From an optimization exercise on the open Yosys and OpenROAD flow, aimed at small area, a short achievable clock period and few clock cycles per item; shortcuts taken in it are not production practice. Function not checked in this run: the RTL went through the layout flow alone.

### design/flow/config.mk
export PLATFORM = sky130hd
export DESIGN_NAME = oncore_xtea
export DESIGN_NICKNAME = oncore_xtea
export VERILOG_FILES = /design/flow/design.v
export SDC_FILE = /design/flow/constraint.sdc
export NUM_CORES = 4
export LEC_CHECK = 0
export ABC_CLOCK_PERIOD_IN_PS = 6000
export CAP_MARGIN = 20
export CORE_MARGIN = 2
export CORE_UTILIZATION = 40
export SETUP_SLACK_MARGIN = 5
export SLEW_MARGIN = 20
### design/flow/constraint.sdc
create_clock -name core_clock -period 12.0 [get_ports {clk}]
set_input_delay 2.4000 -clock core_clock [delete_from_list [all_inputs] [get_ports {clk}]]
set_output_delay 2.4000 -clock core_clock [all_outputs]
set_load 0.01 [all_outputs]
### design/flow/design.v
module oncore_xtea (
    input  wire        clk,
    input  wire        rst_n,         
    input  wire [2:0]  kop,           
    input  wire [2:0]  kaddr,         
    input  wire [31:0] kdata,
    input  wire [2:0]  kraddr,        
    output wire [31:0] krdata,
    output wire        old_valid,
    input  wire        start,
    input  wire        decrypt,       
    input  wire [1:0]  method,
    input  wire        ksel,          
    input  wire [7:0]  cpr,           
    input  wire        allow_noenc,
    input  wire [63:0] din,           
    output wire        ready,
    output reg         done,
    output reg         err,
    output wire [63:0] dout
);
    localparam [2:0] KOP_NONE   = 3'd0;
    localparam [2:0] KOP_WRITE  = 3'd1;
    localparam [2:0] KOP_ROTATE = 3'd2;
    localparam [2:0] KOP_COMMIT = 3'd3;
    localparam [2:0] KOP_OVALID = 3'd4;
    localparam [31:0] DELTA  = 32'h9E3779B9;
    localparam [31:0] NDELTA = 32'h61C88647;     
    reg [31:0] cur_key [0:3];
    reg [31:0] old_key [0:3];
    reg        old_valid_r;
    wire [31:0] kd    = kdata & {32{rst_n}};
    wire        kacc  = ready & !start;
    wire        k_wr  = kacc & (kop == KOP_WRITE);
    wire        k_rot = kacc & (kop == KOP_ROTATE);
    integer j;
    always @(posedge clk) begin
        for (j = 0; j < 4; j = j + 1) begin
            if (!rst_n || (k_wr && kaddr == {1'b0, j[1:0]}) || (k_rot && j == 3))
                cur_key[j] <= kd;
            if (!rst_n || (k_wr && kaddr == {1'b1, j[1:0]}) || k_rot)
                old_key[j] <= (k_rot && rst_n) ? cur_key[j] : kd;
        end
    end
    always @(posedge clk) begin
        if (!rst_n)
            old_valid_r <= 1'b0;
        else if (kacc) begin
            case (kop)
                KOP_ROTATE: old_valid_r <= 1'b1;
                KOP_COMMIT: old_valid_r <= 1'b0;
                KOP_OVALID: old_valid_r <= kdata[0];
                default: ;
            endcase
        end
    end
    assign krdata    = kraddr[2] ? old_key[kraddr[1:0]] : cur_key[kraddr[1:0]];
    assign old_valid = old_valid_r;
    reg        run;           
    reg        skl;           
    reg [1:0]  pre;           
    reg        q;             
    reg        dec_r;
    reg        ksel_r;
    reg [9:0]  cnt;           
    reg [31:0] ra, rb;        
    reg [31:0] s;             
    reg [31:0] sk;            
    wire busy   = run | skl | (pre != 2'd0);
    assign ready = !busy;
    wire accept = start & !busy;
    wire [8:0] cpr_n     = (cpr == 8'd0) ? 9'd256 : {1'b0, cpr};
    wire [9:0] n_cycles  = (method[0] ? {1'b0, cpr_n} : 10'd0) + (method[1] ? {cpr_n, 1'b0} : 10'd0);
    wire       bad_param = (method == 2'd0) ? !allow_noenc : (ksel && !old_valid_r);
    wire       good      = !bad_param && (method != 2'd0);
    wire last = run & !q & (cnt == 10'd1);
    reg [31:0] c16;           
    wire [3:0] digit = (pre == 2'd1) ? {2'b00, cnt[9:8]} :
                       (pre == 2'd2) ? cnt[7:4] : cnt[3:0];
    always @* begin
        case (digit)
            4'd0: c16 = 32'h00000000;
            4'd1: c16 = 32'h9E3779B9;
            4'd2: c16 = 32'h3C6EF372;
            4'd3: c16 = 32'hDAA66D2B;
            4'd4: c16 = 32'h78DDE6E4;
            4'd5: c16 = 32'h1715609D;
            4'd6: c16 = 32'hB54CDA56;
            4'd7: c16 = 32'h5384540F;
            4'd8: c16 = 32'hF1BBCDC8;
            4'd9: c16 = 32'h8FF34781;
            4'd10: c16 = 32'h2E2AC13A;
            4'd11: c16 = 32'hCC623AF3;
            4'd12: c16 = 32'h6A99B4AC;
            4'd13: c16 = 32'h08D12E65;
            4'd14: c16 = 32'hA708A81E;
            4'd15: c16 = 32'h454021D7;
            default: c16 = 32'h0;
        endcase
    end
    wire        horner = (pre != 2'd0);
    wire [31:0] s_a    = horner ? {s[27:0], 4'd0} : s;
    wire [31:0] s_b    = horner ? c16 : (q ? 32'd0 : (dec_r ? NDELTA : DELTA));
    wire [31:0] s_nx   = s_a + s_b;
    wire [1:0]  idx  = (q ^ dec_r) ? s[12:11] : s[1:0];
    wire [2:0]  kidx = {ksel_r, idx};
    reg  [31:0] kw;
    always @* begin
        case (kidx)
            3'd0: kw = cur_key[0];
            3'd1: kw = cur_key[1];
            3'd2: kw = cur_key[2];
            3'd3: kw = cur_key[3];
            3'd4: kw = old_key[0];
            3'd5: kw = old_key[1];
            3'd6: kw = old_key[2];
            default: kw = old_key[3];
        endcase
    end
    wire [31:0] sk_nx = (s + kw) ^ {32{dec_r}};
    wire [31:0] mix_a = ((ra << 4) ^ (ra >> 5)) + ra;
    wire [32:0] na_w  = {rb, dec_r} + {mix_a ^ sk, dec_r};
    wire [31:0] na    = na_w[32:1];
    assign dout = dec_r ? {ra, rb} : {rb, ra};
    always @(posedge clk) begin
        sk <= sk_nx;
        s  <= accept ? 32'd0 : s_nx;
        q  <= (skl | run) & !q;
        if (accept) begin
            dec_r  <= decrypt;
            ksel_r <= ksel;
            cnt    <= n_cycles;
            ra     <= decrypt ? din[63:32] : din[31:0];
            rb     <= decrypt ? din[31:0]  : din[63:32];
        end else if (run) begin
            ra <= na;
            rb <= ra;
            if (!q)
                cnt <= cnt - 10'd1;
        end
    end
    always @(posedge clk) begin
        if (!rst_n) begin
            run  <= 1'b0;
            skl  <= 1'b0;
            pre  <= 2'd0;
            done <= 1'b0;
            err  <= 1'b0;
        end else begin
            done <= last;
            if (accept) begin
                err  <= bad_param;
                done <= !good;
                pre  <= (good && decrypt) ? 2'd1 : 2'd0;
                skl  <= good && !decrypt;
            end else begin
                if (pre != 2'd0)
                    pre <= pre + 2'd1;
                skl <= (pre == 2'd3);
                run <= skl | (run & !last);
            end
        end
    end
endmodule
### design/flow/run.sh
#!/bin/bash
# synth_recipe.tcl (not shown) runs the flow's synth.tcl, then flattens the netlist and writes it again
# the make line also repeats each setting of config.mk as NAME=value (left out here)
make -C /OpenROAD-flow-scripts/flow DESIGN_CONFIG=/design/flow/config.mk WORK_HOME=/design/flow/orfs CLKGATE_MAP_FILE= SYNTH_SCRIPT=/design/flow/synth_recipe.tcl finish
==> results list <==
* Maximum buffer depth of the clock tree: 3
* Post-layout min period: 6.872 ns
- After floorplanning, the core was divided into 97 placement rows.
- For this run, the leading register cell type out of synthesis is edfxtp_1.
* Vertical die dimension: 270.2 um
- Die outline width: 270.2 um
- Num CTS Buffers: 48
- Clock Sink Count: 404
* Mean Syn Cell Area: 10.25 sq um
- Of the available clock period, the critical path in the final layout requires 0.5727.
- At the pin with the least slew margin, the transition time is 1.022 ns.
- Most instantiated library cell after synthesis: edfxtp_1
- The first global-routing pass estimated 127800 um of wire.
- Most area-consuming cells after synthesis: edfxtp_1 35%, ha_1 6.8%, mux4_2 6.4%, a21oi_1 5.5%, dfxtp_1 5.1%
* Initial standard-cell utilization of the core: 0.4040
- The area growth from synthesis to layout is 16.87%.
* Post-route standard cell area excluding fillers: 33120 sq um
- Entering global routing, the biggest net connects 110 pins.
- Input and output buffers added on the ports amount to 220.
- Required time of the critical path: 9.60 ns
- The number of setup buffers added after CTS is 0.
* Number of nets produced by synthesis: 3047
- Data arrival, critical path: 4.47 ns
* Number of unique standard cell types used by synthesis: 78
- Wirelength per Cell: 21.31 um
* Cell breakdown of the critical path: buf_6 -> bufbuf_16 -> mux4_2 -> mux2_2 -> clkdlybuf4s50_1
- For this run, design rule violations remaining after detail routing come to 0.
* Launching element type of the critical path: input port
- Worst hold slack: 0.4355 ns
- DP Wirelength: 56260 um
- Of all nets on the critical path, the largest fanout is 23.
* Stage delay of the slowest cell on the critical path: 0.52 ns
- Share of final-layout standard cells stronger than drive strength 1: 0.1201
* Nets: 3199
* Remaining number of nets flagged by the antenna check after routing: 0
* H-Tree Depth: 2
* Post-route clock skew: 0.03423 ns
- Top-Level Pins: 221
* Cells after Synth: 2766
- Standard cell core area: 70150 sq um
- In the final timing run, aggregate negative setup slack is 0 ns.
- CTS tree: done
- The clock reaches the later pin of the worst-skew pair after 0.61 ns.
- Excluding fillers, the count of instances in the completed layout stands at 3897.
- In this run the cell area of the synthesized design comes to 28340 sq um.
- Number of max-slew violations in the final report: 0
- Run status: timing/DRC/antenna clean
* Minimum setup slack after placement: 4.418 ns
* Cell area after placement: 31540 sq um
- At the end of the flow the core is filled with cells to 0.4722.
- Clock input transition at the sequential cells of the worst setup and hold paths: 0.06 ns
* Final Hold Violating Endpoints: 0
* Total wire length after detailed routing: 83030 um
- The worst hold path belongs to the class reg2reg.
* RSZ-0062 raised after global routing: no
- The worst setup path is captured at a primary output.
* Root Buffer Master: clkbuf_16
- Portion of synthesized cell area occupied by the leading cell type: 0.3517
- Count of vias placed by the detailed router: 22100
- For this run, the number of Yosys warnings is 3.
* Max-cap violations: 0
* DR iter-0 viols: 1804
- The number of antenna violations at the first check in global routing came to 2.
* Async set-reset flop share out of synthesis: 0
- CTS Hold Buffers Added: 0
- Of the synthesized area, sequential elements account for 0.4026.
- The floorplan step defined a die boundary enclosing 73000 sq um.
- Setup violations remaining at the end of the flow were counted as 0.
* Peak Freq: 145.5 MHz
- Synth cell count leaders: 332 x edfxtp_1, 311 x a21oi_1, 235 x nand2_1
- The via count of the first global-routing pass is 22150.
- The pre-antenna-repair detailed-routing pass consisted of 7 iterations.
* Routability-driven placement congestion ratio: 0.9045
* Cell accounting for the most synthesized area: edfxtp_1
- Placed Instances: 3807
* Remaining global-route overflow: 0
- In this run, synthesis inferred 332 flip-flops with an integrated enable.
* Ratio of routed vias to standard cells: 5.670
- Yosys reg bits: 404
- The largest individual stage delay along the critical path comes from the cell mux4_2.
* Path type of the worst setup path: in2out
- For flop-to-flop paths, the worst setup slack is 5.49 ns.
* Min setup slack post-route: 5.128 ns
* Slew Limit Headroom: 0.3164
- In the global route stage, overall resource usage came out at 0.2209.
[cells in the final DEF (no fill, tap or decap), types with 9 or more instances in the layout]
cell               n
clkbuf_1          10
and3_1            11
a31o_2            10
nor2b_1          187
clkdlybuf4s50_1  215
nand4_1           10
ha_1             154
xor2_1            83
dfxtp_1           72
o211ai_1          14
a311oi_1           9
nand3_1           42
o21a_1            23
mux2i_1           73
buf_4             30
a31oi_1           23
edfxtp_1         332
nor2_1           158
nand2b_1          13
clkinv_1          14
clkbuf_16         48
mux4_2            80
nand2_1          234
xnor2_1          137
a211oi_1          32
o21bai_1          17
nor3_1            20
o21ai_0          162
inv_1             39
and2_1            66
a21oi_1          311
mux2_2           126
a21o_1            50
[kinds of logic after synthesis]
group / synth area share
mux: 0.1398
compound gates: 0.1586
buf+inv: 0.02534
fa+ha+maj: 0.07196
xor+xnor: 0.06878
flops: 0.4026
simple gates: 0.1330
[timing repair]
action / 4_1_cts / 5_1_grt
setup endpoints to repair: 23 / 4
endpoints found under the hold margin: 0 / 0
gates cloned: 1 / 0
gates resized for setup: 5 / 2
[worst max-delay path: cells and delay by family]
family / cells / cell delay (ns)
mux: 2 / 0.83
buf+inv: 3 / 1.22
[flip-flops by register name, summed over array words and instances, names as in the netlist]
| signal | cells |
|---|---|
| q | 1 |
| old_valid_r | 1 |
| ksel_r | 1 |
| sk | 32 |
| rb | 32 |
| ra | 32 |
| cur_key | 128 |
| cnt | 10 |
| pre | 2 |
| dec_r | 1 |
| old_key | 128 |
| s | 32 |
| done | 1 |
| run | 1 |
| skl | 1 |
| err | 1 |
[metal layers]
| layer | share of wire | global-route usage | up-vias |
|---|---|---|---|
| met1 | 0.43 | 0.2876 | 10720 |
| met4 | 0.024 | 0.06136 | 2 |
| met3 | 0.055 | 0.03076 | 143 |
| met5 | 0.00022 | 0 | - |
| met2 | 0.49 | 0.3834 | 707 |
| li1 | - | - | 10520 |
[worst paths after layout]
check | startpoint | end | cells after the start
max reg2reg | dec_r | sk[25] | 23
max | kraddr[0] | krdata[4] | 5
min reg2reg | q | q | 1
min | q | q | 1
[area by class of cell]
type                       instances  area, sq um
tap                              940         1176
antenna                            1        2.502
multi-input combinational       2171        16360
clock buffer                      58         1239
timing repair buffer             253         2501
sequential                       404        11410
inverter                          40        150.1
clock inverter                    30        284.0
fill                            6485        37030

[afterwards: timing with drivers on the ports]
In the flow no input, the clock included, has a driving cell. The finished layout below was timed again as built, in two steps.
Step 1 (the two cells are an assumption about what drives the block):
set clk [get_ports {clk}]
set_driving_cell -lib_cell sky130_fd_sc_hd__clkbuf_16 $clk
set_driving_cell -lib_cell sky130_fd_sc_hd__buf_2 [delete_from_list [all_inputs] $clk]
Step 2 adds t to the input delays and takes it off the output delays; t is the mean of the earliest and latest rising clock arrival at the registers after step 1. Input paths then give back, and output paths get back, about the clock's delay inside the block.
Three values: ideal ports, drivers, drivers and shift; two values: the first two.
t, ns: 0.655
slack for setup (ns): 5.128 / 5.081 / 5.081
latest minus earliest clock arrival (ns): 0.034 / 0.034
After both steps this run still meets setup and hold. The setup slack of this run moves by -0.047 ns with the drivers and by -0.047 ns with both steps.
